From an optimization exercise on the open Yosys and OpenROAD flow, aimed at small area, a short achievable clock period and few clock cycles per item; shortcuts taken in it are not production practice. RTL that was checked went through simulation tests only; none was proved equivalent to the original. For runs 1 to 4, only the layout was checked, not whether the RTL still works. Power is estimated from default activity; no workload was simulated.

==> design.v <==
module gpcf_csum (
    input  wire [1:0] b0,
    input  wire [6:0] b2,
    input  wire [6:0] b3,
    output wire [6:0] sum
);
    assign sum = {5'd0, b0} + b2 + b3;
endmodule
module gpcf_dstep #(parameter W = 6) (
    input  wire [W-1:0] a,
    input  wire [4:0]   s,
    output wire         c,
    output wire [4:0]   r
);
    wire [W-1:0] b = {{(W-5){1'b0}}, s};
    wire [W:0]   bw;                             
    assign bw[0] = 1'b0;
    genvar j;
    generate for (j = 0; j < W; j = j + 1) begin : g_b
        assign bw[j+1] = (~a[j] & b[j]) | ((~a[j] | b[j]) & bw[j]);
    end endgenerate
    assign c = ~bw[W];
    generate for (j = 0; j < 5; j = j + 1) begin : g_r
        assign r[j] = a[j] ^ (c & (b[j] ^ bw[j]));
    end endgenerate
endmodule
module gpcf_cmp #(parameter W = 5) (
    input  wire [W-1:0] a,
    input  wire [W-1:0] b,
    input  wire         z,
    output wire         ge
);
    wire [W:0] bw;
    assign bw[0] = z;
    genvar j;
    generate for (j = 0; j < W; j = j + 1) begin : g_b
        assign bw[j+1] = (~a[j] & b[j]) | ((~a[j] | b[j]) & bw[j]);
    end endgenerate
    assign ge = ~bw[W];
endmodule
module gpcf_dstep0 (
    input  wire [4:0] a,
    input  wire [4:0] s,
    input  wire       z,
    output wire       c,
    output wire [4:0] r
);
    wire [5:0] bw;
    wire [5:0] dz;                               
    assign bw[0] = z;
    assign dz[0] = z;
    genvar j;
    generate for (j = 0; j < 5; j = j + 1) begin : g_b
        assign bw[j+1] = (~a[j] & s[j]) | ((~a[j] | s[j]) & bw[j]);
        assign dz[j+1] = ~a[j] & dz[j];
    end endgenerate
    assign c = ~bw[5];
    generate for (j = 0; j < 5; j = j + 1) begin : g_r
        assign r[j] = a[j] ^ (c ? (s[j] ^ bw[j]) : dz[j]);
    end endgenerate
endmodule
module gpcf (
    input  wire        clk,
    input  wire        rst,
    input  wire [4:0]  cfg_size,
    input  wire        cfg_white_sets,
    input  wire        cfg_reject_b2_bit3,
    input  wire        in_valid,
    output wire        in_ready,
    input  wire [2:0]  in_op,
    input  wire [31:0] in_data,
    input  wire [2:0]  in_kind,
    input  wire        in_seq,
    input  wire        in_ack,
    input  wire        in_colour,
    input  wire [7:0]  in_x,
    input  wire [7:0]  in_y,
    output reg         o_valid,
    output reg  [3:0]  o_ev,
    output reg  [1:0]  o_abort,
    output reg  [1:0]  o_status,
    output wire [7:0]  o_byte,
    output wire [31:0] o_frame,
    output wire [2:0]  o_kind,
    output wire [9:0]  o_value,
    output wire        o_seq,
    output wire        o_ack,
    output wire        o_colour,
    output wire [7:0]  o_x,
    output wire [7:0]  o_y
);
    localparam OP_RX_BYTE   = 3'd0;
    localparam OP_RX_END    = 3'd1;
    localparam OP_KILL      = 3'd2;
    localparam OP_TX_PACKET = 3'd3;
    localparam OP_TX_TALK   = 3'd4;
    localparam OP_PACK      = 3'd5;
    localparam OP_UNPACK    = 3'd6;
    localparam OP_DECODE    = 3'd7;
    localparam EV_NONE       = 4'd0;
    localparam EV_TALK       = 4'd1;
    localparam EV_PACKET     = 4'd2;
    localparam EV_FRAME_DROP = 4'd3;
    localparam EV_NOISE      = 4'd4;
    localparam EV_TERMINATED = 4'd5;
    localparam EV_REFUSED    = 4'd6;
    localparam EV_WIRE_PKT   = 4'd7;
    localparam EV_WIRE_TALK  = 4'd8;
    localparam EV_TX_BROKEN  = 4'd9;
    localparam EV_PACK       = 4'd10;
    localparam EV_UNPACK     = 4'd11;
    localparam EV_DECODE     = 4'd12;
    localparam EV_TERM_KILL  = 4'd13;
    assign in_ready = 1'b1;
    reg [4:0] size_q;
    reg       white_sets_q;
    reg       reject_q;
    always @(posedge clk)
        if (rst) begin
            size_q       <= cfg_size;
            white_sets_q <= cfg_white_sets;
            reject_q     <= cfg_reject_b2_bit3;
        end
    wire size_ok = (size_q != 5'd0) && (size_q <= 5'd22);
    reg [22:0] w1;
    reg        f1;
    always @(*) begin
        w1 = {in_data[25:24], in_data[22:16], in_data[14:8], in_data[6:0]};
        f1 = (in_data[31:26] != 6'd0) || !in_data[23] || !in_data[15] || !in_data[7];
        case (in_op)
            OP_RX_BYTE:
                f1 = in_data[7];
            OP_TX_PACKET, OP_UNPACK: begin
                w1[22:21] = {in_ack, in_seq};
                w1[13:7]  = {in_kind, 1'b0, in_data[9:7]};
            end
            OP_TX_TALK:
                f1 = (in_data[15:7] != 9'd0) || (in_data[6:2] == 5'd0) || (in_data[6:0] == 7'h7F);
            OP_PACK: begin
                w1[20:16] = in_x[4:0];
                w1[13:9]  = in_y[4:0];
                w1[22]    = (in_colour == white_sets_q);
                w1[21]    = (in_x == 8'hFF) && (in_y == 8'hFF);
                f1        = (in_x[7:5] != 3'd0) || (in_y[7:5] != 3'd0);
            end
            default: ;
        endcase
    end
    reg        r1_valid;
    reg [2:0]  r1_op;
    reg [22:0] r1_w;
    reg        r1_f;
    always @(posedge clk) begin
        r1_valid <= in_valid && !rst;
        r1_op    <= in_op;
        r1_w     <= w1;
        r1_f     <= f1;
    end
    reg  [1:0] cnt;       
    reg  [1:0] term;      
    reg  [1:0] fb0;       
    reg  [6:0] fb1, fb2;
    wire [6:0] rb  = r1_w[6:0];
    wire       hi  = r1_f;                      
    wire       sof = !hi && (rb[6:2] == 5'd0);
    wire       tn  = (term == 2'd0);
    wire       rx  = (r1_op == OP_RX_BYTE);
    wire       fin = rx && tn && hi && (cnt == 2'd3);    
    reg [3:0] ev1;
    reg [1:0] ab2;
    always @(*) begin
        ev1 = EV_NONE;
        ab2 = 2'd0;
        case (r1_op)
            OP_RX_BYTE:
                if (!tn)              ev1 = EV_REFUSED;
                else if (sof)         ab2 = cnt;
                else if (!hi)         ev1 = EV_TALK;
                else if (cnt == 2'd0) ev1 = EV_NOISE;
                else if (cnt == 2'd3) ev1 = EV_PACKET;
            OP_RX_END: if (tn) begin ev1 = EV_TERMINATED; ab2 = cnt; end
            OP_KILL:   if (tn) begin ev1 = EV_TERM_KILL;  ab2 = cnt; end
            OP_TX_PACKET: ev1 = tn ? EV_WIRE_PKT  : EV_TX_BROKEN;
            OP_TX_TALK:   ev1 = tn ? EV_WIRE_TALK : EV_TX_BROKEN;
            OP_PACK:      ev1 = EV_PACK;
            OP_UNPACK:    ev1 = EV_UNPACK;
            default:      ev1 = EV_DECODE;
        endcase
    end
    always @(posedge clk) begin
        if (rst) begin
            cnt  <= 2'd0;
            term <= 2'd0;
        end else if (r1_valid && tn) begin
            if (rx) begin
                if (sof) cnt <= 2'd1;
                else if (hi && cnt != 2'd0) cnt <= cnt + 2'd1;
            end else if (r1_op == OP_RX_END || r1_op == OP_KILL) begin
                cnt  <= 2'd0;
                term <= r1_op[1:0];
            end
        end
    end
    always @(posedge clk) begin
        if (r1_valid && tn && rx && sof)                   fb0 <= rb[1:0];
        if (r1_valid && tn && rx && hi && cnt == 2'd1)     fb1 <= rb;
        if (r1_valid && tn && rx && hi && cnt == 2'd2)     fb2 <= rb;
    end
    wire [1:0] b0 = rx ? fb0 : r1_w[22:21];
    wire [6:0] b1 = rx ? fb1 : r1_w[20:14];
    wire [6:0] b2 = rx ? fb2 : r1_w[13:7];
    wire [6:0] b3 = r1_w[6:0];
    wire       sf = !rx && r1_f;                
    wire [6:0] sum;
    gpcf_csum u_csum (.b0(b0), .b2(b2), .b3(b3), .sum(sum));
    wire [1:0] dstat = sf                     ? 2'd1 :
                       (reject_q && b2[3])    ? 2'd2 :
                       (sum != b1)            ? 2'd3 : 2'd0;
    wire [4:0] px = r1_w[20:16];
    wire [4:0] py = r1_w[13:9];
    wire       p_cbit = r1_w[22];
    wire       p_pass = r1_w[21];
    wire       px_ge, py_ge;
    gpcf_cmp #(5) u_cx (.a(px), .b(size_q), .z(1'b0), .ge(px_ge));
    gpcf_cmp #(5) u_cy (.a(py), .b(size_q), .z(1'b0), .ge(py_ge));
    wire       p_in   = !r1_f && !px_ge && !py_ge;
    wire [1:0] p_stat = !size_ok ? 2'd1 : (p_pass || p_in) ? 2'd0 : 2'd2;
    wire [8:0] p_pos  = py * size_q + px + 9'd1;
    wire [9:0] p_val  = {p_cbit, p_pass ? 9'd0 : p_pos};
    wire [8:0] up  = {r1_w[8:7], r1_w[6:0]};
    wire [5:0] uz;                         
    assign uz[0] = 1'b1;
    genvar gj;
    generate for (gj = 0; gj < 5; gj = gj + 1) begin : g_uz
        assign uz[gj+1] = uz[gj] & ~up[gj];
    end endgenerate
    wire       u_zero = uz[5] && (up[8:5] == 4'd0);
    wire       u_col  = r1_w[9] ~^ white_sets_q;
    wire [3:0] ud     = up[3:0] ^ uz[3:0];          
    wire       u_ovf;                               
    gpcf_cmp #(5) u_co (.a({1'b0, up[8:5]}), .b(size_q), .z(uz[5]), .ge(u_ovf));
    wire [4:0] uq;
    wire [4:0] ur4, ur3, ur2;
    gpcf_dstep0    u_s4 (.a(up[8:4]),        .s(size_q), .z(uz[4]), .c(uq[4]), .r(ur4));
    gpcf_dstep #(6) u_s3 (.a({ur4, ud[3]}),  .s(size_q), .c(uq[3]), .r(ur3));
    gpcf_dstep #(6) u_s2 (.a({ur3, ud[2]}),  .s(size_q), .c(uq[2]), .r(ur2));
    reg [3:0]  ev2;
    reg [1:0]  st2;
    reg [22:0] w2;
    reg        hi2;
    always @(*) begin
        ev2 = ev1;
        st2 = 2'd0;
        w2  = {b0, b1, b2, b3};
        hi2 = !(ev1 == EV_TALK || ev1 == EV_WIRE_TALK);
        case (ev1)
            EV_PACKET: begin
                ev2 = (dstat == 2'd0) ? EV_PACKET : EV_FRAME_DROP;
                st2 = dstat;
            end
            EV_TERMINATED: st2 = 2'd1;
            EV_TERM_KILL: begin
                ev2 = EV_TERMINATED;
                st2 = 2'd2;
            end
            EV_WIRE_PKT: w2[20:14] = sum;
            EV_WIRE_TALK: if (r1_f) w2[6:0] = 7'h3F;
            EV_DECODE: st2 = dstat;
            EV_PACK: begin
                st2 = p_stat;
                {w2[9:7], w2[6:0]} = p_val;
            end
            EV_UNPACK: begin
                w2[22:21] = ud[1:0];
                w2[19:14] = {u_col, ur2};
                w2[11:7]  = {u_ovf, u_zero, uq[4:2]};
            end
            default: ;
        endcase
    end
    reg        r2_valid;
    reg [3:0]  r2_ev;
    reg [1:0]  r2_ab;
    reg [1:0]  r2_st;
    reg [22:0] r2_w;
    reg        r2_hi;
    always @(posedge clk) begin
        r2_valid <= r1_valid && !rst;
        r2_ev    <= ev2;
        r2_ab    <= ab2;
        r2_st    <= st2;
        r2_w     <= w2;
        r2_hi    <= hi2;
    end
    wire [4:0] v_r2   = r2_w[18:14];
    wire [1:0] v_d    = r2_w[22:21];
    wire       v_zero = r2_w[10];
    wire       v_ovf  = r2_w[11];
    wire [4:0] vq;
    wire [4:0] vr1, vr0;
    assign vq[4:2] = r2_w[9:7];
    gpcf_dstep #(6) u_s1 (.a({v_r2, v_d[1]}), .s(size_q), .c(vq[1]), .r(vr1));
    gpcf_dstep #(6) u_s0 (.a({vr1, v_d[0]}),  .s(size_q), .c(vq[0]), .r(vr0));
    wire       vq_ge;
    gpcf_cmp #(5) u_cq (.a(vq), .b(size_q), .z(1'b0), .ge(vq_ge));
    wire [1:0] v_stat = !size_ok ? 2'd1 : v_zero ? 2'd0 : (v_ovf || vq_ge) ? 2'd2 : 2'd0;
    reg [1:0]  st3;
    reg [22:0] w3;
    reg        neg3;
    always @(*) begin
        st3  = r2_st;
        w3   = r2_w;
        neg3 = 1'b0;
        if (r2_ev == EV_UNPACK) begin
            st3       = v_stat;
            neg3      = v_zero;
            w3[18:14] = v_zero ? 5'h1F : vr0;
            w3[4:0]   = v_zero ? 5'h1F : vq;
        end
    end
    reg [22:0] ow;
    reg        ohi, oneg;
    always @(posedge clk) begin
        o_valid  <= r2_valid && !rst;
        o_ev     <= r2_ev;
        o_abort  <= r2_ab;
        o_status <= st3;
        ow       <= w3;
        ohi      <= r2_hi;
        oneg     <= neg3;
    end
    wire [1:0] of0 = ow[22:21];
    wire [6:0] of1 = ow[20:14];
    wire [6:0] of2 = ow[13:7];
    wire [6:0] of3 = ow[6:0];
    assign o_frame  = {{6{oneg}}, of0, ohi, of1, ohi, of2, ohi, of3};
    assign o_byte   = {ohi, of3};
    assign o_kind   = of2[6:4];
    assign o_value  = {of2[2:0], of3};
    assign o_seq    = of0[0];
    assign o_ack    = of0[1];
    assign o_colour = of1[5];
    assign o_x      = {{3{oneg}}, of1[4:0]};
    assign o_y      = {{3{oneg}}, of3[4:0]};
endmodule
==> flow/run.sh <==
#!/bin/bash
# Standard synthesis and layout (the standard.sh), with single-drive
# port buffers and timing repair aimed beyond the constraint's slack.
set -euo pipefail
export BUFFER_PORTS_ARGS="-buffer_cell sky130_fd_sc_hd__buf_1"
export SETUP_SLACK_MARGIN=12.5
bash standard.sh synth > synth.log 2>&1
bash standard.sh > layout.log 2>&1
==> standard.sh <==
#!/bin/bash
# synth_recipe.tcl (not shown) runs the flow's synth.tcl, then flattens the netlist and writes it again
# the make line also repeats each setting of config.mk as NAME=value (left out here)
make -C /OpenROAD-flow-scripts/flow DESIGN_CONFIG=/design/flow/config.mk WORK_HOME=/design/flow/orfs CLKGATE_MAP_FILE= SYNTH_SCRIPT=/design/flow/synth_recipe.tcl "${@:-finish}"
==> config.mk <==
export PLATFORM = sky130hd
export DESIGN_NAME = gpcf
export DESIGN_NICKNAME = gpcf
export VERILOG_FILES = /design/flow/design.v
export SDC_FILE = /design/flow/constraint.sdc
export NUM_CORES = 4
export LEC_CHECK = 0
export ABC_AREA = 1
export CAP_MARGIN = 20
export CORE_MARGIN = 2
export CORE_UTILIZATION = 55
export CTS_BUF_LIST = sky130_fd_sc_hd__clkbuf_8
export SLEW_MARGIN = 20
==> constraint.sdc <==
create_clock -name core_clock -period 17.0 [get_ports {clk}]
set_input_delay 3.4000 -clock core_clock [delete_from_list [all_inputs] [get_ports {clk}]]
set_output_delay 3.4000 -clock core_clock [all_outputs]
set_load 0.01 [all_outputs]
==> results of run 1 <==
## worst reg2reg max path: cells and delay by family (launching register included)
kind | cells | cell delay [ps]
XOR/XNOR | 2 | 330
adder cells (fa/ha/maj) | 3 | 1030
buffers and inverters | 3 | 570
AO/OA/AOI/OAI | 3 | 530
AND/OR/NAND/NOR | 6 | 1310
flip-flops | 1 | 370
## routing by layer
metal  vias up  part of all wire  wire length [um]
li1       3273                 -                 -
met1      2987              0.43              8313
met2       259              0.47              9014
met3        46             0.061              1170
met4         0             0.034               660
met5         -                 0                 0
## synth_stat cells (2+ instances only)
master,number
o221ai_1,7
xor2_1,17
o22a_1,2
clkbuf_1,16
a21boi_0,2
o311ai_0,5
o211ai_1,5
o41ai_1,2
inv_2,9
ha_1,32
o22ai_1,9
o21ai_1,3
buf_2,5
a221o_1,3
nand3b_1,3
buf_4,53
nand2_2,18
xnor2_1,8
mux2i_1,3
fa_1,17
o21ai_2,3
nand4_1,13
edfxtp_1,23
inv_1,134
a21oi_1,23
a31o_1,2
nor4_1,7
xor2_2,2
dfxtp_1,99
nor3_1,4
nand2_1,235
nand3_1,75
o21ai_0,42
nand2_4,2
nand3_2,8
a22oi_1,2
o2111ai_1,2
nor2_1,48
## kinds of logic (layout without fill, tap and decap cells)
| group | after synthesis | after routing |
|---|---|---|
| fa+ha+maj | 49 | 49 |
| mux | 3 | 3 |
| buf+inv | 218 | 331 |
| compound gates | 120 | 120 |
| other cells | 1 | 1 |
| xor+xnor | 27 | 27 |
| simple gates | 421 | 421 |
| flops | 122 | 122 |
## stage by stage
stage	hold WS [ps]	util	power [mW]
finish	329.8	0.6131	0.8702
global route	335.8	0.6131	0.9333
CTS	329.8	0.6104	0.8736
detailed placement	312.1	0.5840	0.6473
global placement	310.5	0.5840	0.6445
floorplan	309.6	-	0.5864
## state kept, by name, indices dropped and copies added, names as in the netlist, 3 cells and up
signal	cells
ow	23
r1_w	23
r2_w	23
fb1	7
fb2	7
size_q	5
o_ev	4
r2_ev	4
r1_op	3
## final cells by class
type | instances | area [um^2] | area share
repair buffers | 156 | 619.3 | 0.07659
flip-flops and latches | 122 | 2676 | 0.3310
clock inverters | 14 | 98.84 | 0.01222
multi-input cells | 621 | 3687 | 0.4560
inverters | 143 | 536.8 | 0.06638
clock buffers | 18 | 247.7 | 0.03064
well taps | 176 | 220.2 | 0.02723
## timing repair
| action | CTS | global route |
|---|---|---|
| endpoints found under the setup margin | 12 | 10 |
| resized for setup | 1 | 4 |
| setup buffers | 0 | 3 |
| pin swaps | 0 | 1 |
| gates cloned | 0 | 0 |
## power groups by stage
stage | registers (mW) | clock network [mW] | logic [mW]
3_3_place_gp | 0.354 | 0 | 0.290
3_5_place_dp | 0.354 | 0 | 0.293
6_report | 0.348 | 0.227 | 0.296
5_1_grt | 0.351 | 0.246 | 0.336
2_1_floorplan | 0.351 | 0 | 0.236
4_1_cts | 0.348 | 0.231 | 0.295
## path summary, 6_finish.rpt
check	depth (start not counted)	to	slack (ps)	startpoint
max	1	o_frame[30]	12600	oneg
min	0	ow[13]	330	r2_w[13]
max reg2reg	17	r2_st[0]	12730	r1_op[1]
min reg2reg	0	ow[13]	330	r2_w[13]
==> results_dict.tcl, run 1 <==
set metrics [dict create \
    outcome "finished clean" \
    final_hold_viol_count 0 \
    remaining_drc_errors 0 \
    clk_pin_slew_ps 80 \
    fin_ws_ps 12600 \
    synth.avg_cell_area_um2 7.680 \
    setup_viol 0 \
    core_area_um2 13190 \
    fin_crit_sh 0.2589 \
    critical-path-top-delay-family "flip-flops" \
    firstDrtPassIters 5 \
    grt_use_met3 0.06131 \
    busiest_layer "met2" \
    grt_pass1_wl_mm 29.93 \
    setup.worst_path.end_class "primary output" \
    crit_path_start_kind "flop" \
    max-cap-violations 0 \
    seq_area_frac_synth 0.3621 \
    cts_buffer_depth 2 \
    period_minus_slack_ps 4402 \
    place_ws_ps 12110 \
    met1_usage 0.3373 \
    synth_cells 961 \
    met2_usage 0.4639 \
    die_h_um 119.8 \
    area_growth_pct 9.561 \
    place_inst 1215 \
    track_usage 0.2748 \
    synth.distinct_cells 56 \
    clock_latency_ps 450 \
    leakage_nw 3.850 \
    fmax_ghz 0.2272 \
    skew_ps 10.43 \
    drt_iter0_drc 397 \
    ys_ff_latch 122 \
    antenna_left 0 \
    synth_fa_ha_area_frac 0.1004 \
    via_per_inst 5.252 \
    p_switching_mw 0.3337 \
    dr_total_vias 6565 \
    relSlewSlack 0.3317 \
    vdd_ir_drop_max_mv 0.05550 \
    power_density_nw_per_um2 107.6 \
    cp.arrival_ps 1000 \
    tns_ps 0 \
    critPathMaxFanout 12 \
    cpMaxStageDelayCell "dfxtp_4" \
    crit_type "reg2out" \
    ctsRootBufferMaster "clkbuf_8" \
    route.detailed.wl_per_inst_um 15.33 \
    numClockSinks 122 \
    max_stage_delay_ps 390 \
    dp_hpwl_mm 14.72 \
    ys.flop_type "dfxtp_1" \
    grt_pass1_vias 5971 \
    synth_top_area_frac 0.2685 \
    synth_area_leader_cell "dfxtp_1" \
    grt_max_degree 21 \
    pwr-share-clk 0.261 \
    worstPathCellList "buf_1" \
    place_area_um2 7704 \
    hold_buffers 0 \
    power_frac_comb 0.340 \
    rsz0062_at_grt "true" \
    power_frac_seq 0.400 \
    die_width_um 119.8 \
    synthArstFlopShare 0 \
    io_pins 149 \
    syn-num-nets 1077 \
    synth_xor_area_frac 0.03407 \
    synth_area_um2 7381 \
    muxShareOfSynthArea 0.004068 \
    synth_edf_count 23 \
    synth_top_cells_by_area "dfxtp_1 27%, nand2_1 12%, edfxtp_1 9.4%" \
    synth-simple-area-share 0.2556 \
    synth_compound_area_frac 0.1036 \
    drive_gt1_frac 0.08473 \
    gp_congestion 0.9136 \
    htreeDepth 4 \
    hp-class "reg2reg" \
    n_antenna_cell 0 \
    cts_tree "built" \
    drt-total-wl_mm 19.16 \
    final_cell_mix "235 x nand2_1, 147 x buf_1, 136 x inv_1" \
    die_area_um2 14360 \
    tightest_slew_ps 1002 \
    rows 42 \
    fin_cells 1250 \
    p_int_mw 0.5364 \
    numCtsBuffers 17 \
    start_util 0.5596 \
    port_buffers 147 \
    report.final.slew_viol_count 0 \
    crit_buf_inv 1 \
    antenna_found_initial 0 \
    final_common_cell "nand2_1" \
    synth_top_family_by_area "simple AND/OR/NAND/NOR gates" \
    crit_required_ps 13600 \
    fill_cells 1274 \
    grt-ovfl-total 0 \
    fin_area_um2 8087 \
    fin_nets 1177 \
    power.share.switching 0.3835 \
    ys_warn_count 1 \
]
==> inputs of run 2 (changes only) <==
--- a/flow/run.sh
+++ b/flow/run.sh
@@ -5,3 +5,3 @@
 export BUFFER_PORTS_ARGS="-buffer_cell sky130_fd_sc_hd__buf_1"
-export SETUP_SLACK_MARGIN=12.5
+export SETUP_SLACK_MARGIN=12.7
 bash standard.sh synth > synth.log 2>&1
--- a/config.mk
+++ b/config.mk
@@ -12,2 +12,3 @@
 export CTS_BUF_LIST = sky130_fd_sc_hd__clkbuf_8
+export CTS_CLUSTER_SIZE = 24
 export SLEW_MARGIN = 20
==> run 2 against run 1 <==
Effect of this change: still clean on timing, DRC and antenna; first-iteration DRC count fell by 17%; combinational power grew 12%; critical path depth is the same; area after synthesis stayed put; cell count rose by 0.16%; sequential share of layout area down 1.8 points; critical endpoint is now o_frame[28].
==> results_dict.tcl, run 2 <==
set metrics [dict create \
    period_minus_slack_ps 4362 \
    final_cell_mix "235 x nand2_1, 135 x inv_1, 75 x nand3_1" \
    critical-path-top-delay-family "flip-flops" \
    synthArstFlopShare 0 \
    place_area_um2 7704 \
    remaining_drc_errors 0 \
    firstDrtPassIters 6 \
    grt_max_degree 21 \
    cts_tree "built" \
    drt_iter0_drc 331 \
    numClockSinks 122 \
    dr_total_vias 6580 \
    synth.distinct_cells 56 \
    setup_viol 0 \
    whs_path_depth 0 \
    htreeDepth 4 \
    critPathMaxFanout 12 \
    fin_cells 1252 \
    start_util 0.5596 \
    skew_ps 11.35 \
    cpMaxStageDelayCell "dfxtp_4" \
    area_growth_pct 18.16 \
    synth_edf_count 23 \
    tightest_slew_ps 1018 \
    setup.worst_path.end_class "primary output" \
    leakage_nw 4.276 \
    antenna_found_initial 1 \
    die_h_um 119.8 \
    vdd_ir_drop_max_mv 0.06856 \
    fmax_ghz 0.2292 \
    report.final.slew_viol_count 0 \
    via_per_inst 5.256 \
    fin_util 0.6612 \
    r2r_cells 15 \
    worstPathCellList "buf_2" \
    synth_area_um2 7381 \
    cts_buffer_depth 2 \
    grt_pass1_wl_mm 31.29 \
    final_hold_viol_count 0 \
    io_pins 149 \
    gp_congestion 0.9219 \
    rr_startpoint "r1_op[1]" \
    route.detailed.wl_per_inst_um 15.82 \
    reg2reg_slack_ps 12810 \
    core_area_um2 13190 \
    synth.avg_cell_area_um2 7.680 \
    relSlewSlack 0.3212 \
    crit_buf_inv 1 \
    outcome "finished clean" \
    ys_ff_latch 122 \
    drive_gt1_frac 0.1868 \
    max_stage_delay_ps 390 \
    worstHoldStart "r2_hi" \
    rsz0062_at_grt "true" \
    die_width_um 119.8 \
    seq_area_frac_synth 0.3621 \
    crit_required_ps 13600 \
    place_inst 1215 \
    power_density_nw_per_um2 109.6 \
    r2r-end "r2_st[0]" \
    ys_warn_count 1 \
    cp.arrival_ps 960 \
    top_regs "ow (23), r1_w (23), r2_w (23)" \
    synth_top_cells_by_area "dfxtp_1 27%, nand2_1 12%, edfxtp_1 9.4%" \
    clk_pin_slew_ps 70 \
    port_buffers 147 \
    fin_nets 1179 \
    synth_area_leader_cell "dfxtp_1" \
    clock_latency_ps 440 \
    n_antenna_cell 0 \
    die_area_um2 14360 \
    final_common_cell "nand2_1" \
    synth_common_cells "235 x nand2_1, 134 x inv_1, 99 x dfxtp_1" \
    grt-ovfl-total 0 \
    synth_cells 961 \
    syn-num-nets 1077 \
    hold_end "ohi" \
    ctsRootBufferMaster "clkbuf_8" \
    fin_area_um2 8721 \
    yosys.cell_count.top_type "nand2_1" \
    hp-class "reg2reg" \
    synth_top_area_frac 0.2685 \
    fin_crit_sh 0.2566 \
    total_power_mw 0.9560 \
    dp_hpwl_mm 14.64 \
    crit_path_start_kind "flop" \
    max-cap-violations 0 \
    drt-total-wl_mm 19.81 \
    track_usage 0.2851 \
    grt_pass1_vias 6201 \
    tns_ps 0 \
    antenna_left 0 \
    numCtsBuffers 17 \
    rows 42 \
    ys.flop_type "dfxtp_1" \
    crit_type "reg2out" \
]
## run 2: worst max path at each step
stage / start / end / cells past startpoint
after detailed placement: in_op[0] / r1_w[13] / 5
final: oneg / o_frame[28] / 1
after CTS: oneg / o_frame[26] / 1
after floorplan: in_y[6] / r1_f / 3
after global routing: oneg / o_frame[28] / 1
after global placement: in_op[0] / r1_w[13] / 6
## run 2: cells by family (layout without fill, tap and decap cells)
group | after synthesis | count (layout) | share of synthesized area
AND/OR/NAND/NOR | 421 | 421 | 0.2556
buffers and inverters | 218 | 333 | 0.1397
flip-flops | 122 | 122 | 0.3621
AO/OA/AOI/OAI | 120 | 120 | 0.1036
adder cells (fa/ha/maj) | 49 | 49 | 0.1004
XOR/XNOR | 27 | 27 | 0.03407
multiplexers | 3 | 3 | 0.004069
other | 1 | 1 | 0.0005081
## run 2: area by class of cell
cell class                 count  area [um^2]
inverter                     143        540.5
clock buffer                  19        261.5
sequential                   122         2725
tap                          176        220.2
fill                        1201         4469
multi-input combinational    621         3705
timing repair buffer         158         1117
clock inverter                13        151.4
## run 2: metal layers
metal	GRT usage	vias to the layer above	routed length, um
met4	0.1228	2	662
met3	0.05371	43	1210
met2	0.4882	275	9511
met1	0.3507	2982	8411
li1	-	3278	-
met5	0	-	13
## run 2: power breakdown
part           switching, mW  total [mW]  internal, mW
logic                  0.190       0.332         0.142
registers             0.0298       0.356         0.327
clock network          0.116       0.267         0.152
## run 2: per-stage QoR
step	hold slack, ps	setup WS [ps]
floorplan	309.6	12750
global placement	310.1	12160
detailed placement	312.1	12130
CTS	325.8	12620
global route	333.8	12570
finish	325.0	12640
## run 2: worst register-to-register path, delay by kind of cell (launching register included)
kind / cells / cell delay (ps)
and+or+nand+nor: 4 / 900
adders and majority gates: 3 / 1180
buffers and inverters: 2 / 280
AOI/OAI and AO/OA: 4 / 910
xor gates and xnor gates: 2 / 330
DFF: 1 / 470
## run 2: timing repair
item,CTS,global route
buffers inserted,1,4
pin swaps,1,0
hold buffers,0,0
endpoints found under the setup margin,85,84
gates resized for setup,169,15
==> inputs of run 3 (changes only) <==
--- a/flow/run.sh
+++ b/flow/run.sh
@@ -5,3 +5,3 @@
 export BUFFER_PORTS_ARGS="-buffer_cell sky130_fd_sc_hd__buf_1"
-export SETUP_SLACK_MARGIN=12.7
+export SETUP_SLACK_MARGIN=12.3
 bash standard.sh synth > synth.log 2>&1
--- a/config.mk
+++ b/config.mk
@@ -12,3 +12,2 @@
 export CTS_BUF_LIST = sky130_fd_sc_hd__clkbuf_8
-export CTS_CLUSTER_SIZE = 24
 export SLEW_MARGIN = 20
==> run 3 against run 2 <==
Effect of this change: global-route usage shrank 1.0 points; sequential share of layout area is 1.9 points higher; worst setup slack got worse by 160 ps; highest routed layer is now met4.
==> results_dict.tcl, run 3 <==
set metrics [dict create \
    crit_required_ps 13600 \
    synthArstFlopShare 0 \
    die_width_um 119.8 \
    rr_startpoint "r1_op[1]" \
    crit_buf_inv 1 \
    critPathMaxFanout 12 \
    ctsRootBufferMaster "clkbuf_8" \
    final_hold_viol_count 0 \
    io_pins 149 \
    power_frac_seq 0.400 \
    drt-total-wl_mm 19.16 \
    syn-num-nets 1077 \
    htreeDepth 4 \
    leakage_nw 3.834 \
    remaining_drc_errors 0 \
    synth_top_area_frac 0.2685 \
    ys.flop_type "dfxtp_1" \
    hold_slack_ps 329.8 \
    grt_max_degree 21 \
    n_antenna_cell 0 \
    synth_top_cells_by_area "dfxtp_1 27%, nand2_1 12%, edfxtp_1 9.4%" \
    synth_common_cells "235 x nand2_1, 134 x inv_1, 99 x dfxtp_1" \
    max-cap-violations 0 \
    core_area_um2 13190 \
    postCtsSetupBuffers 0 \
    fill_cells 1277 \
    numClockSinks 122 \
    seq_area_frac_synth 0.3621 \
    numCtsBuffers 17 \
    synth_area_um2 7381 \
    yosys.cell_count.top_type "nand2_1" \
    rows 42 \
    hold_end "ow[13]" \
    route.detailed.wl_per_inst_um 15.36 \
    period_minus_slack_ps 4525 \
    final_common_cell "nand2_1" \
    grt-ovfl-total 0 \
    antenna_left 0 \
    p_switching_mw 0.3343 \
    whs_path_depth 0 \
    setup_viol 0 \
    dp_hpwl_mm 14.72 \
    reg2reg_slack_ps 12690 \
    grt_pass1_vias 5971 \
    worstPathCellList "buf_1" \
    track_usage 0.2748 \
    start_util 0.5596 \
    power_frac_comb 0.339 \
    cp.arrival_ps 1120 \
    skew_ps 12.05 \
    cts_buffer_depth 2 \
    r2r_cells 17 \
    grt_pass1_wl_mm 29.93 \
    drt_iter0_drc 458 \
    die_h_um 119.8 \
    hp-class "reg2reg" \
    outcome "finished clean" \
    dr_total_vias 6542 \
    clk_pin_slew_ps 80 \
    crit_type "reg2out" \
    setup.worst_path.end_class "primary output" \
    rsz0062_at_grt "false" \
    die_area_um2 14360 \
    fmax_ghz 0.2210 \
    top_regs "ow (23), r1_w (23), r2_w (23)" \
    vdd_ir_drop_max_mv 0.05341 \
    gp_congestion 0.9136 \
    worstHoldStart "r2_w[13]" \
    ys_ff_latch 122 \
    via_per_inst 5.246 \
    port_buffers 147 \
    fin_nets 1174 \
    antenna_found_initial 0 \
    synth.avg_cell_area_um2 7.680 \
    tightest_slew_ps 1045 \
    power_density_nw_per_um2 108.1 \
    fin_crit_sh 0.2661 \
    synth_edf_count 23 \
    tns_ps 0 \
    pwr-share-clk 0.262 \
    cpMaxStageDelayCell "dfxtp_1" \
    synth_cells 961 \
    clock_latency_ps 460 \
    r2r-end "r2_st[0]" \
    synth_area_leader_cell "dfxtp_1" \
    max_stage_delay_ps 480 \
    cts_tree "built" \
    final_cell_mix "235 x nand2_1, 147 x buf_1, 136 x inv_1" \
    critical-path-top-delay-family "flip-flops" \
    firstDrtPassIters 7 \
    p_int_mw 0.5361 \
    report.final.slew_viol_count 0 \
    area_growth_pct 9.137 \
    relSlewSlack 0.3034 \
    drive_gt1_frac 0.07937 \
    ys_warn_count 1 \
    crit_path_start_kind "flop" \
    power.share.switching 0.3841 \
    synth.distinct_cells 56 \
]
[run 3: cell count changes in the layout (fill, tap and decap cells not counted), moves of 2 or more]
cell,change
inv_6,+2
clkinv_4,+3
buf_4,-5
dfxtp_1,+26
dfxtp_4,-8
buf_6,-61
buf_2,-20
bufinv_16,-3
dfxtp_2,-18
buf_1,+81
nor2_1,+2
nor2_4,-2
[run 3: worst max path at each step]
stage,start,cells after the start,end,slack (ps)
after floorplan,in_op[2],6,r1_f,12650
after global placement,in_op[0],5,r1_w[13],12150
after detailed placement,in_op[0],6,r1_f,12110
after global routing,r1_op[1],17,r2_st[0],12340
after CTS,oneg,1,o_frame[26],12450
final,oneg,1,o_frame[30],12480
[run 3: what timing repair did]
item                                    CTS  global route
hold buffers                              0             0
resized for setup                         0             1
endpoints found under the setup margin    0             2
[run 3: power by group through the flow]
stage,Sequential [mW],Combinational [mW],Clock [mW]
floorplan,0.351,0.236,0
global placement,0.354,0.290,0
detailed placement,0.354,0.293,0
CTS,0.348,0.295,0.231
global route,0.351,0.335,0.246
finish,0.348,0.295,0.228
[run 3: logic make-up (layout without fill, tap and decap cells)]
family | after synthesis | after routing | share of synthesized area
simple gates | 421 | 421 | 0.2556
compound gates | 120 | 120 | 0.1036
flops | 122 | 122 | 0.3621
xor+xnor | 27 | 27 | 0.03407
fa+ha+maj | 49 | 49 | 0.1004
other cells | 1 | 1 | 0.0005081
mux | 3 | 3 | 0.004069
buf+inv | 218 | 328 | 0.1397
[run 3: cell type report]
cell class / instances / area [um^2] / share of cell area
inverter: 143 / 536.8 / 0.06664
multi-input combinational: 621 / 3682 / 0.4571
clock buffer: 18 / 247.7 / 0.03075
tap: 176 / 220.2 / 0.02734
timing repair buffer: 153 / 596.8 / 0.07409
sequential: 122 / 2673 / 0.3318
clock inverter: 14 / 98.84 / 0.01227
[run 3: metal layers]
layer / part of all wire / track usage / vias to the layer above
met1: 0.43 / 0.3373 / 2972
li1: - / - / 3267
met5: 0 / 0 / -
met2: 0.47 / 0.4639 / 261
met3: 0.067 / 0.06131 / 42
met4: 0.032 / 0.1191 / 0
[run 3: stage by stage]
stage / utilization / worst slack, ps / power (mW) / cell area (um^2) / std cells
floorplan: - / 12650 / 0.5864 / 7381 / 961
global placement: 0.5840 / 12150 / 0.6445 / 7704 / 1215
detailed placement: 0.5840 / 12110 / 0.6473 / 7704 / 1215
CTS: 0.6103 / 12450 / 0.8736 / 8050 / 1247
global route: 0.6107 / 12340 / 0.9329 / 8055 / 1247
finish: 0.6107 / 12480 / 0.8704 / 8055 / 1247
==> inputs of run 4 (changes only) <==
--- a/flow/run.sh
+++ b/flow/run.sh
@@ -5,3 +5,3 @@
 export BUFFER_PORTS_ARGS="-buffer_cell sky130_fd_sc_hd__buf_1"
-export SETUP_SLACK_MARGIN=12.3
+export SETUP_SLACK_MARGIN=12.5
 bash standard.sh synth > synth.log 2>&1
--- a/config.mk
+++ b/config.mk
@@ -11,3 +11,3 @@
 export CORE_UTILIZATION = 55
-export CTS_BUF_LIST = sky130_fd_sc_hd__clkbuf_8
+export CTS_BUF_LIST = sky130_fd_sc_hd__clkbuf_4
 export SLEW_MARGIN = 20
==> run 4 against run 3 <==
Effect of this change: cell area grew 0.47%; sequential power is essentially flat; clock power shrank 21%; global-route usage is essentially flat; cell count grew 0.32%; largest power group unchanged; highest routed layer unchanged.
==> results_dict.tcl, run 4 <==
set metrics [dict create \
    skew_ps 19.94 \
    outcome "finished clean" \
    final_hold_viol_count 0 \
    fin_nets 1177 \
    final_common_cell "nand2_1" \
    cts_tree "built" \
    io_pins 149 \
    tns_ps 0 \
    critical-path-top-delay-family "flip-flops" \
    report.final.slew_viol_count 0 \
    r2r_cells 17 \
    port_buffers 147 \
    drive_gt1_frac 0.1564 \
    numClockSinks 122 \
    start_util 0.5596 \
    setup.worst_path.end_class "primary output" \
    grt-ovfl-total 0 \
    dp_hpwl_mm 14.72 \
    ys.flop_type "dfxtp_1" \
    critPathMaxFanout 12 \
    hold_slack_ps 334.9 \
    numCtsBuffers 17 \
    fmax_ghz 0.2224 \
    die_area_um2 14360 \
    tightest_slew_ps 987.1 \
    relSlewSlack 0.3419 \
    crit_type "reg2out" \
    grt_max_degree 21 \
    htreeDepth 4 \
    via_per_inst 5.259 \
    remaining_drc_errors 0 \
    clock_latency_ps 570 \
    max-cap-violations 0 \
    place_area_um2 7704 \
    syn-num-nets 1077 \
    dr_total_vias 6579 \
    die_h_um 119.8 \
    crit_start "oneg" \
    power_density_nw_per_um2 102.7 \
    reg2reg_slack_ps 12720 \
    cts_buffer_depth 2 \
    synth.distinct_cells 56 \
    drt-total-wl_mm 19.29 \
    max_stage_delay_ps 400 \
    synth_cells 961 \
    place_ws_ps 12110 \
    synth_top_area_frac 0.2685 \
    worstPathCellList "buf_2" \
    vdd_ir_drop_max_mv 0.04549 \
    cp.arrival_ps 1100 \
    yosys.cell_count.top_type "nand2_1" \
    drt_iter0_drc 471 \
    track_usage 0.2743 \
    crit_path_start_kind "flop" \
    antenna_left 0 \
    fin_ws_ps 12500 \
    crit_required_ps 13600 \
    fin_area_um2 8093 \
    clk_pin_slew_ps 120 \
    die_width_um 119.8 \
    synth_edf_count 23 \
    top_regs "ow (23), r1_w (23), r2_w (23)" \
    setup_viol 0 \
    core_area_um2 13190 \
    antenna_found_initial 1 \
    multi_input_area_um2 3685 \
    leakage_nw 4.016 \
    firstDrtPassIters 5 \
    fill_cells 1273 \
    regArea_um2 2689 \
    r2r-end "r2_st[0]" \
    total_power_mw 0.8307 \
    synth_common_cells "235 x nand2_1, 134 x inv_1, 99 x dfxtp_1" \
    worstHoldStart "r2_w[13]" \
    seq_area_frac_synth 0.3621 \
    gp_congestion 0.9136 \
    synth_area_um2 7381 \
    cpMaxStageDelayCell "dfxtp_4" \
    whs_path_depth 0 \
    hold_end "ow[13]" \
    grt_pass1_wl_mm 29.90 \
    grt_pass1_vias 5989 \
    synth_area_leader_cell "dfxtp_1" \
    final_cell_mix "235 x nand2_1, 134 x inv_1, 88 x dfxtp_1" \
    ys_ff_latch 122 \
    hp-class "reg2reg" \
    rr_startpoint "r1_op[1]" \
    crit_buf_inv 1 \
    rows 42 \
    ys_warn_count 1 \
    area_growth_pct 9.646 \
    synth_top_cells_by_area "dfxtp_1 27%, nand2_1 12%, edfxtp_1 9.4%" \
    rsz0062_at_grt "true" \
    synth.avg_cell_area_um2 7.680 \
    route.detailed.wl_per_inst_um 15.42 \
    hold_buffers 0 \
    ctsRootBufferMaster "clkbuf_4" \
    fin_crit_sh 0.2645 \
    synthArstFlopShare 0 \
    period_minus_slack_ps 4496 \
]
[run 4: how the worst max path moves through the flow]
stage / cells after the start / slack, ps / end
floorplan: 6 / 12650 / r1_f
global placement: 5 / 12150 / r1_w[13]
detailed placement: 6 / 12110 / r1_f
CTS: 1 / 12490 / o_frame[26]
global route: 1 / 12430 / o_frame[27]
finish: 1 / 12500 / o_x[6]
[run 4: power breakdown]
part	internal (mW)	switching, mW	total (mW)
logic	0.115	0.188	0.303
registers	0.325	0.0244	0.349
clock network	0.0616	0.117	0.179
[run 4: final cells by class]
class / instances / area share
flip-flops and latches: 122 / 0.3323
repair buffers: 156 / 0.08921
clock inverters: 13 / 0.01175
clock buffers: 19 / 0.01763
inverters: 143 / 0.06633
multi-input cells: 621 / 0.4553
diodes: 1 / 0.0003092
well taps: 176 / 0.02721
[run 4: kinds of logic (layout without fill, tap and decap cells)]
logic type,count (synthesis),after routing,share of synthesized area
and+or+nand+nor,421,421,0.2556
other,1,2,0.0005081
buffers and inverters,218,331,0.1397
muxes,3,3,0.004069
xor gates and xnor gates,27,27,0.03407
AOI/OAI and AO/OA,120,120,0.1036
DFF,122,122,0.3621
adders and majority gates,49,49,0.1004
[run 4: metrics by stage]
step,cells,utilization
4_1_cts,1247,0.6046
2_1_floorplan,961,-
6_report,1251,0.6135
3_3_place_gp,1215,0.5840
5_1_grt,1251,0.6135
3_5_place_dp,1215,0.5840
[run 4: metal layers]
metal / wire length (um) / track usage / up-vias
li1: - / - / 3271
met1: 8198 / 0.3385 / 3017
met2: 9165 / 0.4604 / 251
met3: 1339 / 0.06369 / 40
met4: 584 / 0.1169 / 0
met5: 0 / 0 / -
[run 4: what timing repair did]
item / CTS / global route
gates resized for setup: 26 / 62
endpoints found under the setup margin: 30 / 72
pin swaps: 0 / 1
setup buffers: 0 / 3
==> inputs of run 5 (changes only) <==
--- a/design.v
+++ b/design.v
@@ -159,3 +159,3 @@
     reg  [1:0] cnt;       
-    reg  [1:0] term;      
+    reg        term;      
     reg  [1:0] fb0;       
@@ -165,3 +165,3 @@
     wire       sof = !hi && (rb[6:2] == 5'd0);
-    wire       tn  = (term == 2'd0);
+    wire       tn  = !term;
     wire       rx  = (r1_op == OP_RX_BYTE);
@@ -192,3 +192,3 @@
             cnt  <= 2'd0;
-            term <= 2'd0;
+            term <= 1'b0;
         end else if (r1_valid && tn) begin
@@ -199,3 +199,3 @@
                 cnt  <= 2'd0;
-                term <= r1_op[1:0];
+                term <= 1'b1;
             end
--- a/config.mk
+++ b/config.mk
@@ -10,4 +10,4 @@
 export CORE_MARGIN = 2
-export CORE_UTILIZATION = 55
-export CTS_BUF_LIST = sky130_fd_sc_hd__clkbuf_4
+export CORE_UTILIZATION = 70
+export CTS_BUF_LIST = sky130_fd_sc_hd__clkbuf_8
 export SLEW_MARGIN = 20
==> run 5 against run 4 <==
Effect of this change: still clean on timing, DRC and antenna; area after synthesis fell by 2.2%; combinational power shrank 2%; worst setup slack better by 80 ps; clock power is 27% higher; utilization grew 15 points; register-to-register slack better by 20 ps; clock-buffer cell count shrank 1; clock skew shrank 8.4 ps; synthesized cell count decreased by 2.0%; routed wire length shrank 8.9%; sequential share of layout area grew 0.69 points; critical path type unchanged; critical endpoint is now o_frame[30].
==> results_dict.tcl, run 5 <==
set metrics [dict create \
    cts_buffer_depth 2 \
    ys_ff_latch 121 \
    crit_buf_inv 1 \
    ctsRootBufferMaster "clkbuf_8" \
    leakage_nw 3.721 \
    relSlewSlack 0.4679 \
    r2r_cells 14 \
    htreeDepth 4 \
    final_cell_mix "240 x nand2_1, 147 x buf_1, 122 x inv_1" \
    rsz0062_at_grt "false" \
    whs_path_depth 0 \
    synth_top_cells_by_area "dfxtp_1 27%, nand2_1 12%, edfxtp_1 9.6%" \
    top_regs "ow (23), r1_w (23), r2_w (23)" \
    synthArstFlopShare 0 \
    hp-class "reg2reg" \
    port_buffers 147 \
    setup_viol 0 \
    clk_pin_slew_ps 70 \
    cts_tree "built" \
    ys.flop_type "dfxtp_1" \
    fin_crit_sh 0.2598 \
    hold_buffers 0 \
    worstPathCellList "buf_1" \
    firstDrtPassIters 6 \
    max-cap-violations 0 \
    numClockSinks 121 \
    via_per_inst 5.472 \
    die_h_um 105.5 \
    tns_ps 0 \
    io_pins 149 \
    track_usage 0.3286 \
    synth_common_cells "240 x nand2_1, 120 x inv_1, 98 x dfxtp_1" \
    fin_cells 1186 \
    postCtsSetupBuffers 0 \
    crit_type "reg2out" \
    dp_hpwl_mm 13.22 \
    critPathMaxFanout 12 \
    fill_cells 784 \
    antenna_left 0 \
    grt-ovfl-total 0 \
    die_width_um 105.5 \
    synth_area_um2 7218 \
    report.final.slew_viol_count 0 \
    area_growth_pct 8.390 \
    crit_required_ps 13600 \
    outcome "finished clean" \
    grt_pass1_vias 5868 \
    seq_area_frac_synth 0.3675 \
    crit_path_start_kind "flop" \
    core_area_um2 10180 \
    die_area_um2 11140 \
    setup.worst_path.end_class "primary output" \
    path_depth 1 \
    fin_nets 1153 \
    antenna_found_initial 0 \
    fmax_ghz 0.2264 \
    critical-path-top-delay-family "flip-flops" \
    synth_edf_count 23 \
    syn-num-nets 1058 \
    numCtsBuffers 17 \
    ys_warn_count 1 \
    yosys.cell_count.top_type "nand2_1" \
    grt_max_degree 28 \
    tightest_slew_ps 798.2 \
    vdd_ir_drop_max_mv 0.07121 \
    dr_total_vias 6490 \
    period_minus_slack_ps 4416 \
    final_common_cell "nand2_1" \
    gp_congestion 0.9592 \
    max_stage_delay_ps 410 \
    route.detailed.wl_per_inst_um 14.81 \
    skew_ps 11.52 \
    rows 37 \
    drive_gt1_frac 0.06381 \
    synth.distinct_cells 50 \
    synth_cells 942 \
    synth_top_area_frac 0.2718 \
    drt_iter0_drc 551 \
    synth.avg_cell_area_um2 7.663 \
    synth_area_leader_cell "dfxtp_1" \
    n_antenna_cell 0 \
    clock_latency_ps 440 \
    total_power_mw 0.8738 \
    cp.arrival_ps 1020 \
    grt_pass1_wl_mm 28.38 \
    drt-total-wl_mm 17.57 \
    power_density_nw_per_um2 111.7 \
    remaining_drc_errors 0 \
    start_util 0.7087 \
    cpMaxStageDelayCell "dfxtp_2" \
    place_inst 1154 \
    final_hold_viol_count 0 \
]
[run 5: changes by cell type after synthesis, moves of 4 or more]
cell      before  now
xor2_1        17   25
nand2_1      235  240
nand2_2       18   14
o211ai_1       5    9
nand3_2        8    2
o221ai_1       7   13
inv_1        134  120
[run 5: layer usage]
| layer | global-route usage | part of all wire |
|---|---|---|
| met3 | 0.06432 | 0.089 |
| met2 | 0.5249 | 0.45 |
| met5 | 0 | 0 |
| met1 | 0.4233 | 0.42 |
| met4 | 0.1729 | 0.041 |
[run 5: cells by family (layout without fill, tap and decap cells)]
family                   after synthesis  count (layout)  share of synthesized area
flip-flops                           121             121                     0.3675
adder cells (fa/ha/maj)               49              49                     0.1026
buffers and inverters                202             310                     0.1345
AO/OA/AOI/OAI                        118             118                     0.1023
AND/OR/NAND/NOR                      415             415                     0.2484
other                                  1               1                  0.0005195
multiplexers                           3               3                   0.004160
XOR/XNOR                              33              33                    0.04004
[run 5: layout make-up]
type	instances	area, um^2	area share
repair buffers	150	574.3	0.07340
clock buffers	18	247.7	0.03166
multi-input cells	619	3597	0.4598
clock inverters	14	97.59	0.01247
flip-flops and latches	121	2654	0.3392
well taps	136	170.2	0.02175
inverters	128	483.0	0.06173
[run 5: stage by stage]
step / area, um^2 / setup slack, ps / utilization / hold WS, ps
3_3_place_gp: 7475 / 12060 / 0.7339 / 312.4
2_1_floorplan: 7218 / 12690 / - / 309.6
6_report: 7824 / 12580 / 0.7682 / 328.0
3_5_place_dp: 7475 / 12060 / 0.7339 / 312.1
4_1_cts: 7821 / 12530 / 0.7679 / 327.8
5_1_grt: 7824 / 12500 / 0.7682 / 332.6
[run 5: path summary, 6_finish.rpt]
path / endpoint / startpoint / slack (ps)
worst min register to register: ow[20] / r2_w[20] / 330
worst max register to register: r2_w[8] / size_q[4] / 12740
worst min-delay path: ow[20] / r2_w[20] / 330
worst max-delay path: o_frame[30] / oneg / 12580
[run 5: what timing repair did]
action / 4_1_cts / 5_1_grt
pin swaps: 0 / 0
endpoints found under the setup margin: 12 / 13
resized for setup: 1 / 1
[run 5: power breakdown]
| group | leakage [nW] | internal (mW) | switching, mW |
|---|---|---|---|
| sequential | 1.03 | 0.322 | 0.0276 |
| clock | 0.183 | 0.105 | 0.123 |
| combinational | 2.50 | 0.110 | 0.187 |
Testbench counts of run 5, summed over its fixed seeds: cycles 32,016, items 32,000.
==> inputs of run 6 (changes only) <==
--- a/config.mk
+++ b/config.mk
@@ -13 +13,2 @@
 export SLEW_MARGIN = 20
+export TNS_END_PERCENT = 0
==> run 6 against run 5 <==
Effect of this change: clock power about the same; non-clock buffer count unchanged; first-iteration DRC count unchanged; routed wire length unchanged; via count unchanged; flip-flop and latch count unchanged; synthesized cell count unchanged; clock-buffer cell count unchanged; cell count unchanged; cell area unchanged; hold slack unchanged; critical path type unchanged.
==> results_dict.tcl, run 6 <==
set metrics [dict create \
    rsz0062_at_grt "false" \
    clk_pin_slew_ps 70 \
    fill_cells 784 \
    vdd_ir_drop_max_mv 0.07121 \
    rr_startpoint "size_q[4]" \
    period_minus_slack_ps 4416 \
    r2r_cells 14 \
    critPathMaxFanout 12 \
    dr_total_vias 6490 \
    power_frac_seq 0.400 \
    fin_ws_ps 12580 \
    synth_cells 942 \
    fmax_ghz 0.2264 \
    power_frac_comb 0.340 \
    drive_gt1_frac 0.06381 \
    path_depth 1 \
    clock_latency_ps 440 \
    dp_hpwl_mm 13.22 \
    die_h_um 105.5 \
    muxShareOfSynthArea 0.004160 \
    tightest_slew_ps 798.2 \
    synth_common_cells "240 x nand2_1, 120 x inv_1, 98 x dfxtp_1" \
    synth_area_leader_cell "dfxtp_1" \
    grt_pass1_vias 5868 \
    multi_input_area_um2 3597 \
    final_common_cell "nand2_1" \
    yosys.cell_count.top_type "nand2_1" \
    synth.avg_cell_area_um2 7.663 \
    power.share.switching 0.3862 \
    ys_ff_latch 121 \
    synth_area_um2 7218 \
    ys.flop_type "dfxtp_1" \
    crit_start "oneg" \
    area_growth_pct 8.390 \
    via_per_inst 5.472 \
    die_area_um2 11140 \
    gp_congestion 0.9592 \
    seq_area_frac_synth 0.3675 \
    htreeDepth 4 \
    place_ws_ps 12060 \
    drt-total-wl_mm 17.57 \
    synth_compound_area_frac 0.1023 \
    hold_end "ow[20]" \
    pwr-share-clk 0.260 \
    numCtsBuffers 17 \
    setup_viol 0 \
    top_regs "ow (23), r1_w (23), r2_w (23)" \
    synth-simple-area-share 0.2484 \
    crit_buf_inv 1 \
    cts_tree "built" \
    grt-ovfl-total 0 \
    max_stage_delay_ps 410 \
    reg2reg_slack_ps 12740 \
    numClockSinks 121 \
    grt_max_degree 28 \
    regArea_um2 2654 \
    rows 37 \
    worstPathCellList "buf_1" \
    die_width_um 105.5 \
    ctsRootBufferMaster "clkbuf_8" \
    synth_top_family_by_area "simple AND/OR/NAND/NOR gates" \
    setup.worst_path.end_class "primary output" \
    hp-class "reg2reg" \
    final_cell_mix "240 x nand2_1, 147 x buf_1, 122 x inv_1" \
    synth_fa_ha_area_frac 0.1026 \
    final_hold_viol_count 0 \
    max-cap-violations 0 \
    synth_top_area_frac 0.2718 \
    relSlewSlack 0.4679 \
    r2r-end "r2_w[8]" \
    remaining_drc_errors 0 \
    fin_crit_sh 0.2598 \
    cpMaxStageDelayCell "dfxtp_2" \
    drt_iter0_drc 551 \
    synth_xor_area_frac 0.04004 \
    antenna_left 0 \
    io_pins 149 \
    critical-path-top-delay-family "flip-flops" \
    worstHoldStart "r2_w[20]" \
    synthArstFlopShare 0 \
    ys_warn_count 1 \
    syn-num-nets 1058 \
    port_buffers 147 \
    whs_path_depth 0 \
    core_area_um2 10180 \
    n_antenna_cell 0 \
    route.detailed.wl_per_inst_um 14.81 \
    hold_buffers 0 \
    synth.distinct_cells 50 \
    cts_buffer_depth 2 \
    grt_pass1_wl_mm 28.38 \
    track_usage 0.3286 \
    p_switching_mw 0.3374 \
    crit_required_ps 13600 \
    power_density_nw_per_um2 111.7 \
    antenna_found_initial 0 \
    p_int_mw 0.5364 \
    crit_type "reg2out" \
    fin_util 0.7682 \
    fin_nets 1153 \
    synth_top_cells_by_area "dfxtp_1 27%, nand2_1 12%, edfxtp_1 9.6%" \
    report.final.slew_viol_count 0 \
    tns_ps 0 \
    cp.arrival_ps 1020 \
    firstDrtPassIters 6 \
    leakage_nw 3.721 \
    start_util 0.7087 \
    skew_ps 11.52 \
    crit_path_start_kind "flop" \
    synth_edf_count 23 \
    outcome "finished clean" \
]
[run 6: per-layer routing]
layer	track usage	vias to the layer above	wire, um	part of all wire
li1	-	3203	-	-
met1	0.4233	2854	7412	0.42
met2	0.5249	371	7872	0.45
met3	0.06432	62	1555	0.089
met4	0.1729	0	729	0.041
met5	0	-	0	0
[run 6: how the worst max path moves through the flow]
stage                              to  slack (ps)
after CTS                    r1_w[22]       12530
after global routing          r2_w[8]       12500
after floorplan                  r1_f       12690
after global placement       r1_w[11]       12060
final                     o_frame[30]       12580
after detailed placement     r1_w[22]       12060
[run 6: metrics by stage]
stage	area (um^2)	hold WS, ps	std cells	total power, mW
floorplan	7218	309.6	942	0.5874
global placement	7475	312.4	1154	0.6404
detailed placement	7475	312.1	1154	0.6461
CTS	7821	327.8	1186	0.8714
global route	7824	332.6	1186	0.9277
finish	7824	328.0	1186	0.8738
[run 6: logic make-up (layout without fill, tap and decap cells)]
family / after synthesis / count (layout)
simple gates: 415 / 415
buf+inv: 202 / 310
flops: 121 / 121
compound gates: 118 / 118
fa+ha+maj: 49 / 49
xor+xnor: 33 / 33
mux: 3 / 3
other cells: 1 / 1
[run 6: repair_timing]
action                                  in CTS  in global routing
resized for setup                            1                  1
setup buffers                                0                  0
endpoints found under the setup margin      12                 13
hold endpoints to repair                     0                  0
[run 6: layout make-up]
type                            instances  share of cell area
Sequential cell                       121              0.3392
Timing Repair Buffer                  150             0.07340
Inverter                              128             0.06173
Clock inverter                         14             0.01247
Tap cell                              136             0.02175
Clock buffer                           18             0.03166
Multi-Input combinational cell        619              0.4598
[run 6: power groups by stage]
stage,combinational [mW],clock (mW),sequential [mW]
global route,0.335,0.240,0.352
finish,0.297,0.227,0.349
CTS,0.294,0.229,0.349
global placement,0.286,0,0.355
detailed placement,0.291,0,0.355
floorplan,0.238,0,0.349
==> inputs of run 7 (changes only) <==
--- a/config.mk
+++ b/config.mk
@@ -10,5 +10,4 @@
 export CORE_MARGIN = 2
-export CORE_UTILIZATION = 70
+export CORE_UTILIZATION = 80
 export CTS_BUF_LIST = sky130_fd_sc_hd__clkbuf_8
 export SLEW_MARGIN = 20
-export TNS_END_PERCENT = 0
==> run 7 against run 6 <==
Effect of this change: cell count decreased by 2.1%; global-route usage increased by 8.9 points; first-iteration DRC count increased by 49%; hold slack got worse by 4.6 ps; routed wire length increased by 17%; highest routed layer unchanged; via count increased by 9.6%; sequential power about the same; fmax decreased by 2.2%; clock power increased by 22%; still clean; cell area increased by 0.85%; critical endpoint is now r2_w[8]; clock skew increased by 5.8 ps.
==> results_dict.tcl, run 7 <==
set metrics [dict create \
    synthArstFlopShare 0 \
    rr_startpoint "size_q[1]" \
    firstDrtPassIters 7 \
    crit_type "reg2reg" \
    worstHoldStart "r2_w[19]" \
    rsz0062_at_grt "true" \
    drt-total-wl_mm 20.47 \
    synth_cells 942 \
    power_density_nw_per_um2 119.6 \
    pwr-share-clk 0.294 \
    max-cap-violations 0 \
    top_regs "ow (23), r1_w (23), r2_w (23)" \
    final_hold_viol_count 0 \
    antenna_left 0 \
    crit_required_ps 17300 \
    met3_length_mm 2.480 \
    numCtsBuffers 17 \
    cp.arrival_ps 4810 \
    yosys.cell_count.top_type "nand2_1" \
    drt_iter0_drc 819 \
    power_frac_comb 0.336 \
    grt_max_degree 28 \
    clock_latency_ps 440 \
    synth_area_leader_cell "dfxtp_1" \
    critical-path-top-delay-family "adder cells" \
    die_area_um2 9798 \
    drive_gt1_frac 0.06743 \
    fin_nets 1156 \
    synth_edf_count 23 \
    rows 34 \
    clk_pin_slew_ps 80 \
    final_cell_mix "240 x nand2_1, 147 x buf_1, 121 x inv_1" \
    synth_area_um2 7218 \
    power.share.switching 0.3841 \
    seq_area_frac_synth 0.3675 \
    relSlewSlack 0.4592 \
    reg2reg_slack_ps 12480 \
    synth_common_cells "240 x nand2_1, 120 x inv_1, 98 x dfxtp_1" \
    gp_congestion 0.9466 \
    whs_path_depth 0 \
    r2r-end "r2_w[8]" \
    grt-ovfl-total 0 \
    fin_ws_ps 12480 \
    vdd_ir_drop_max_mv 0.08190 \
    skew_ps 17.33 \
    wl_met2_mm 9.474 \
    track_usage 0.4176 \
    cpMaxStageDelayCell "edfxtp_1" \
    ys_warn_count 1 \
    outcome "finished clean" \
    die_width_um 98.99 \
    die_h_um 98.99 \
    critPathMaxFanout 15 \
    final_common_cell "nand2_1" \
    remaining_drc_errors 0 \
    core_area_um2 8721 \
    dr_total_vias 7114 \
    port_buffers 147 \
    crit_path_start_kind "flop" \
    report.final.slew_viol_count 0 \
    n_antenna_cell 0 \
    crit_start "size_q[1]" \
    route.detailed.wl_per_inst_um 17.63 \
    fmax_ghz 0.2214 \
    cts_tree "built" \
    io_pins 149 \
    dp_hpwl_mm 13.82 \
    ys.flop_type "dfxtp_1" \
    syn-num-nets 1058 \
    p_switching_mw 0.3625 \
    setup.worst_path.end_class "flop" \
    synth.avg_cell_area_um2 7.663 \
    htreeDepth 4 \
    via_per_inst 6.127 \
    grt_pass1_wl_mm 31.72 \
    area_growth_pct 9.308 \
    antenna_found_initial 0 \
    grt_pass1_vias 6599 \
    setup_viol 0 \
    max_stage_delay_ps 820 \
    fin_crit_sh 0.2657 \
    total_power_mw 0.9438 \
    numClockSinks 121 \
    ctsRootBufferMaster "clkbuf_8" \
    synth.distinct_cells 50 \
    fill_cells 420 \
    r2r_cells 14 \
    ys_ff_latch 121 \
    synth_top_area_frac 0.2718 \
    period_minus_slack_ps 4517 \
    top_layer_used "met4" \
    tns_ps 0 \
    place_ws_ps 12080 \
    hp-class "reg2reg" \
    crit_top_cell "fa_1" \
    p_int_mw 0.5812 \
    leakage_nw 3.772 \
    synth_top_cells_by_area "dfxtp_1 27%, nand2_1 12%, edfxtp_1 9.6%" \
    worstPathCellList "nand2_1 -> fa_1 -> fa_1 -> fa_1 -> inv_1 -> ha_1 -> inv_1 -> nor2_1 -> o21ai_0 -> nand2_1 -> a21o_1 -> a21oi_1 -> xor2_1 -> o211ai_1" \
    power_frac_seq 0.370 \
    wl_met1_mm 7.201 \
    cts_buffer_depth 2 \
    crit_buf_inv 2 \
    start_util 0.8277 \
    tightest_slew_ps 811.2 \
    hold_end "ow[19]" \
]
[run 7: cells by family (layout without fill, tap and decap cells)]
kind of cell / Yosys count / after routing / synth area share
flip-flops: 121 / 121 / 0.3675
buffers and inverters: 202 / 313 / 0.1345
other: 1 / 1 / 0.0005195
AO/OA/AOI/OAI: 118 / 118 / 0.1023
XOR/XNOR: 33 / 33 / 0.04004
multiplexers: 3 / 3 / 0.004160
adder cells (fa/ha/maj): 49 / 49 / 0.1026
AND/OR/NAND/NOR: 415 / 415 / 0.2484
[run 7: layout make-up]
class                   count  area [um^2]  share of cell area
clock buffers              17        234.0             0.02965
clock inverters            15        187.7             0.02379
inverters                 128        483.0             0.06121
multi-input cells         619         3597              0.4559
flip-flops and latches    121         2656              0.3367
well taps                 108        135.1             0.01713
repair buffers            153        596.8             0.07564
[run 7: timing repair]
item / in CTS / in global routing
setup endpoints to repair: 12 / 16
resized for setup: 1 / 2
hold buffers: 0 / 0
gates cloned: 0 / 0
setup buffers: 0 / 2
[run 7: stage by stage]
| step | hold WS [ps] | utilization | area [um^2] | cells |
|---|---|---|---|---|
| 2_1_floorplan | 309.6 | - | 7218 | 942 |
| 3_3_place_gp | 311.2 | 0.8539 | 7447 | 1127 |
| 3_5_place_dp | 312.1 | 0.8539 | 7447 | 1127 |
| 4_1_cts | 325.5 | 0.9024 | 7870 | 1159 |
| 5_1_grt | 332.2 | 0.9047 | 7890 | 1161 |
| 6_report | 323.4 | 0.9047 | 7890 | 1161 |
[run 7: power groups by stage]
stage	Sequential [mW]	Combinational (mW)	Clock (mW)
2_1_floorplan	0.349	0.238	0
3_3_place_gp	0.353	0.283	0
3_5_place_dp	0.354	0.295	0
4_1_cts	0.349	0.308	0.276
5_1_grt	0.351	0.349	0.287
6_report	0.350	0.317	0.277
[run 7: metal layers]
layer,track usage,up-vias
li1,-,3220
met1,0.4814,3127
met2,0.6902,617
met3,0.1000,150
met4,0.2782,0
met5,0,-
[run 7: worst max path at each step]
stage / slack (ps) / cells past startpoint / to
after global placement: 12110 / 6 / r1_w[9]
after global routing: 12430 / 14 / r2_w[8]
after CTS: 12500 / 6 / r1_w[22]
after floorplan: 12690 / 6 / r1_f
after detailed placement: 12080 / 6 / r1_w[11]
final: 12480 / 14 / r2_w[8]
==> inputs of run 8 (changes only) <==
--- a/config.mk
+++ b/config.mk
@@ -10,3 +10,3 @@
 export CORE_MARGIN = 2
-export CORE_UTILIZATION = 80
+export CORE_UTILIZATION = 55
 export CTS_BUF_LIST = sky130_fd_sc_hd__clkbuf_8
==> run 8 against run 7 <==
Effect of this change: register-to-register slack improved by 320 ps; utilization decreased by 28 points; via count decreased by 11%; fmax increased by 2.2%; critical path type is now reg2out; largest cell class unchanged; first-iteration DRC count decreased by 33%.
==> results_dict.tcl, run 8 <==
set metrics [dict create \
    numClockSinks 121 \
    tns_ps 0 \
    synth_cells 942 \
    area_growth_pct 10.02 \
    route.detailed.wl_per_inst_um 14.28 \
    dp_hpwl_mm 13.66 \
    seq_area_frac_synth 0.3675 \
    final_common_cell "nand2_1" \
    drt_iter0_drc 550 \
    synth_top_cells_by_area "dfxtp_1 27%, nand2_1 12%, edfxtp_1 9.6%" \
    skew_ps 11.38 \
    antenna_found_initial 0 \
    synth_top_area_frac 0.2718 \
    ys_warn_count 1 \
    clk_pin_slew_ps 70 \
    place_inst 1191 \
    start_util 0.5674 \
    synth.distinct_cells 50 \
    cpMaxStageDelayCell "dfxtp_2" \
    synth_area_leader_cell "dfxtp_1" \
    synthArstFlopShare 0 \
    track_usage 0.2556 \
    antenna_left 0 \
    rows 41 \
    worstPathCellList "buf_1" \
    htreeDepth 4 \
    place_area_um2 7527 \
    critPathMaxFanout 12 \
    grt_pass1_vias 5579 \
    grt_max_degree 28 \
    period_minus_slack_ps 4417 \
    place_ws_ps 12040 \
    die_area_um2 14060 \
    via_per_inst 5.158 \
    syn-num-nets 1058 \
    total_power_mw 0.9023 \
    power_density_nw_per_um2 113.6 \
    final_cell_mix "240 x nand2_1, 147 x buf_1, 120 x inv_1" \
    tightest_slew_ps 803.7 \
    cts_tree "built" \
    max-cap-violations 0 \
    die_h_um 118.6 \
    synth_area_um2 7218 \
    grt-ovfl-total 0 \
    cts_buffer_depth 2 \
    io_pins 149 \
    report.final.slew_viol_count 0 \
    dr_total_vias 6313 \
    vdd_ir_drop_max_mv 0.05327 \
    remaining_drc_errors 0 \
    setup.worst_path.end_class "primary output" \
    crit_type "reg2out" \
    crit_path_start_kind "flop" \
    drive_gt1_frac 0.06749 \
    fin_crit_sh 0.2598 \
    firstDrtPassIters 6 \
    n_antenna_cell 0 \
    crit_buf_inv 1 \
    synth_common_cells "240 x nand2_1, 120 x inv_1, 98 x dfxtp_1" \
    rsz0062_at_grt "false" \
    setup_viol 0 \
    max_stage_delay_ps 410 \
    fin_nets 1155 \
    final_hold_viol_count 0 \
    hp-class "reg2reg" \
    yosys.cell_count.top_type "nand2_1" \
    fin_cells 1224 \
    top_regs "ow (23), r1_w (23), r2_w (23)" \
    port_buffers 147 \
    relSlewSlack 0.4642 \
    gp_congestion 0.9945 \
    numCtsBuffers 17 \
    die_width_um 118.6 \
    synth.avg_cell_area_um2 7.663 \
    fin_ws_ps 12580 \
    grt_pass1_wl_mm 28.17 \
    hold_buffers 0 \
    outcome "finished clean" \
    ys_ff_latch 121 \
    ys.flop_type "dfxtp_1" \
    crit_required_ps 13600 \
    core_area_um2 12720 \
    ctsRootBufferMaster "clkbuf_8" \
    drt-total-wl_mm 17.48 \
    synth_edf_count 23 \
    clock_latency_ps 440 \
    fin_area_um2 7941 \
    leakage_nw 3.748 \
    fmax_ghz 0.2264 \
    critical-path-top-delay-family "flip-flops" \
    cp.arrival_ps 1020 \
]
==> run 8: layout make-up <==
cell class                 count  area, um^2
clock buffer                  17       234.0
clock inverter                15       168.9
fill                        1183        4781
inverter                     128       483.0
multi-input combinational    619        3597
sequential                   121        2654
tap                          172       215.2
timing repair buffer         152       589.3
==> run 8: metal layers <==
metal | track usage | vias up | routed length [um]
li1 | - | 3208 | -
met1 | 0.3453 | 2783 | 7954
met2 | 0.4124 | 285 | 7774
met3 | 0.05212 | 37 | 1347
met4 | 0.07813 | 0 | 401
met5 | 0 | - | 0
==> run 8: logic make-up (layout without fill, tap and decap cells) <==
kind of cell    Yosys count  after routing  synth area share
simple gates            415            415            0.2484
buf+inv                 202            312            0.1345
flops                   121            121            0.3675
compound gates          118            118            0.1023
fa+ha+maj                49             49            0.1026
xor+xnor                 33             33           0.04004
mux                       3              3          0.004160
other cells               1              1         0.0005195
==> run 8: timing repair <==
item                                   in CTS  in global routing
resized for setup                           1                  1
buffers inserted                            0                  1
setup endpoints to repair                  12                 12
endpoints found under the hold margin       0                  0
==> run 8: final timing paths <==
path                                 from         end  slack, ps  cells after the start
worst max register to register  size_q[3]     r2_w[8]      12800                     14
worst min-delay path             r2_ab[0]  o_abort[0]        330                      0
worst min register to register   r2_ab[0]  o_abort[0]        330                      0
worst max-delay path                 oneg      o_y[6]      12580                      1
==> run 8: power breakdown <==
part | total (mW) | internal (mW) | switching, mW
clock network | 0.257 | 0.133 | 0.124
logic | 0.297 | 0.110 | 0.188
registers | 0.348 | 0.322 | 0.0259
==> run 8: stage by stage <==
step | utilization | hold WS [ps]
2_1_floorplan | - | 309.6
3_3_place_gp | 0.5917 | 311.4
3_5_place_dp | 0.5917 | 314.4
4_1_cts | 0.6234 | 331.8
5_1_grt | 0.6242 | 335.6
6_report | 0.6242 | 329.5
